Context: an optimization exercise on an open-source flow, tuned for small area, a short achievable clock period and few clock cycles. The choices shown serve that exercise and are no tape-out recipe.
The RTL was checked by simulation tests, not by an equivalence proof against the original design.
Power figures rest on the tool's default switching activity, not on a simulated workload.

==> run G: inputs <==
## bbp_core
module bbp_core (
  input  wire        clk,
  input  wire        rst,
  input  wire        host_req,
  input  wire        host_we,
  input  wire [1:0]  host_space,
  input  wire [7:0]  host_addr,
  input  wire [63:0] host_wdata,
  output reg  [63:0] host_rdata,
  output wire        busy
);
  localparam [3:0] ERR_OK        = 4'd0;
  localparam [3:0] ERR_SHORT     = 4'd1;
  localparam [3:0] ERR_CAPACITY  = 4'd2;
  localparam [3:0] ERR_VARIANT   = 4'd3;
  localparam [3:0] ERR_ILLEGAL   = 4'd4;
  localparam [1:0] K_CNT = 2'd1;
  localparam [1:0] K_RD  = 2'd2;
  localparam [1:0] K_WR  = 2'd3;
  reg [31:0] cmd_r;
  reg [3:0]  err_r;
  reg        merge_r;
  reg        strict_r;
  reg [7:0]  blen_r;
  reg [63:0] val_r;
  reg        busy_q;
  reg [1:0]  kind_q;        
  reg [3:0]  tag_q;
  reg [2:0]  m0_q;          
  reg [4:0]  wtop_q;        
  reg [5:0]  nwin_q;        
  reg [4:0]  btop_q;        
  reg [7:0]  lvtop_q;       
  reg [7:0]  lvbot_q;       
  reg        last1_q;       
  reg        merge_q;
  reg        s0_act;
  reg        s0_first;
  reg [31:0] s0_oh;         
  reg [5:0]  s0_rem;        
  reg        s0_last;       
  reg [39:0] s0_lrow;       
  reg        s1_v;
  reg        s1_first;
  reg        s1_lastw;      
  reg [39:0] s1_lrow;
  reg [63:0] s1_mb;         
  reg [31:0] s1_lc;         
  reg        s1_det;        
  reg [10:0] s1_suf;        
  reg        s1_halt;       
  reg        s1_rst_q;      
  reg [9:0]  s1_pp;         
  reg [9:0]  s1_pq;         
  reg        s2_v;
  reg        s2_wr;         
  reg        s2_last;       
  reg        s2_first;      
  reg [39:0] s2_lrowq;
  reg [63:0] s2_m;          
  reg [63:0] s2_buf;        
  reg [6:0]  s2_suf;        
  reg [6:0]  s2_sufe;       
  reg [454:0] s2_qx;        
  reg [11:0] s1_remn;       
  reg [11:0] s1_remw;       
  reg [63:0] acc;
  assign busy = busy_q;
  function [63:0] typed;
    input [3:0]  tag;
    input [63:0] w;
    input        sext;
    begin
      case (tag[1:0])
        2'd0: typed = {{56{sext & tag[2] & w[7]}},  w[7:0]};
        2'd1: typed = {{48{sext & tag[2] & w[15]}}, w[15:0]};
        2'd2: typed = {{32{sext & tag[2] & w[31]}}, w[31:0]};
        default: typed = w;
      endcase
    end
  endfunction
  function [6:0] bitlen64;
    input [63:0] v;
    reg [3:0] h [0:7];
    reg [7:0] nz;
    integer b, k;
    begin
  ...
export LEC_CHECK = 0
export CAP_MARGIN = 40
export CELL_PAD_IN_SITES_DETAIL_PLACEMENT = 1
export CELL_PAD_IN_SITES_GLOBAL_PLACEMENT = 1
export CORE_MARGIN = 2
export CORE_UTILIZATION = 30
export PLACE_DENSITY = 0.45
export SETUP_SLACK_MARGIN = 5
export SLEW_MARGIN = 30
export TNS_END_PERCENT = 5
create_clock -name core_clock -period 12.0 [get_ports {clk}]
run.sh (not shown) runs the stock make flow with config.mk's settings and CLKGATE_MAP_FILE= SYNTH_SCRIPT=/design/flow/synth_recipe.tcl, a recipe that flattens the netlist after the stock synthesis.
==> run A: changes against run G <==
==> flow/flow/run.sh (new file) <==
#!/bin/bash
# The standard layout (standard.sh: ORFS synthesis to final, unchanged
# scripts, the design's constraints), with timing repair aiming for a
# setup slack of 7 ns against the 12 ns clock, i.e. a 5 ns critical path, so
# that the resizer keeps working on paths the standard margin leaves alone.
set -euo pipefail
export MAKEFLAGS="SETUP_SLACK_MARGIN=7"
bash standard.sh > standard.log 2>&1
==> flow/standard.sh (new file) <==
#!/bin/bash
# synth_recipe.tcl (not shown) runs the flow's synth.tcl, then flattens the netlist and writes it again
# the make line also repeats each setting of config.mk as NAME=value (left out here)
make -C /OpenROAD-flow-scripts/flow DESIGN_CONFIG=/design/flow/config.mk WORK_HOME=/design/flow/orfs CLKGATE_MAP_FILE= SYNTH_SCRIPT=/design/flow/synth_recipe.tcl "${@:-finish}"
--- a/flow/config.mk
+++ b/flow/config.mk
@@ -13,3 +13,2 @@
 export PLACE_DENSITY = 0.45
-export SETUP_SLACK_MARGIN = 5
 export SLEW_MARGIN = 30
removed: flow/run.sh
==> impl_metrics.tcl <==
set metrics [dict create \
    route.met2.wl_mm 558 \
    max_freq_mhz 135 \
    ir_drop_v 0.000169 \
    place_congestion 0.991 \
    outcome "complete, no violations" \
    pwr-share-comb 0.221 \
    use_met2 0.473 \
    diodes 69 \
]
the above is filed under run G

==> impl_metrics.tcl <==
set metrics [dict create \
    outcome "complete, no violations" \
    max_freq_mhz 171 \
    diodes 65 \
    route.met2.wl_mm 566 \
    use_met2 0.476 \
    place_congestion 0.958 \
]
the above is filed under run A

Testbench counts of run G, summed over its fixed seeds: cycles 15,134.
Testbench counts of run A, summed over its fixed seeds: cycles 15,134.

[static timing again, ports no longer ideal]
The results above use ideal ports. As a check the final layouts listed here were re-extracted and re-timed, cells and wires unchanged.
Step 1 (the two cells are an assumption about what drives the block):
set clk [get_ports {clk}]
set_driving_cell -lib_cell sky130_fd_sc_hd__clkbuf_16 $clk
set_driving_cell -lib_cell sky130_fd_sc_hd__buf_2 [delete_from_list [all_inputs] $clk]
Step 2 times the ports against the registers' clock, not the clock port: input delays grow and output delays shrink by t, the midpoint of the rising clock arrivals with the driver on.
Slacks: ideal ports / drivers / drivers and shift; pairs: ideal ports / drivers.
run	shift t [ns]	slack for setup (ns)	worst hold slack (ns)	worst setup path at the end	worst register clock-pin slew, ns
run G	1.268	4.569 / 4.577 / 3.309	0.292 / 0.292 / 0.292	input to register	0.07 / 0.07
run A	1.289	6.157 / 6.157 / 4.996	0.331 / 0.331 / 0.331	input to register	0.08 / 0.08
After both steps every run listed still meets setup and hold. For run G, which loses most, drivers alone change the setup slack by +0.008 ns; drivers and shift together by -1.260 ns.
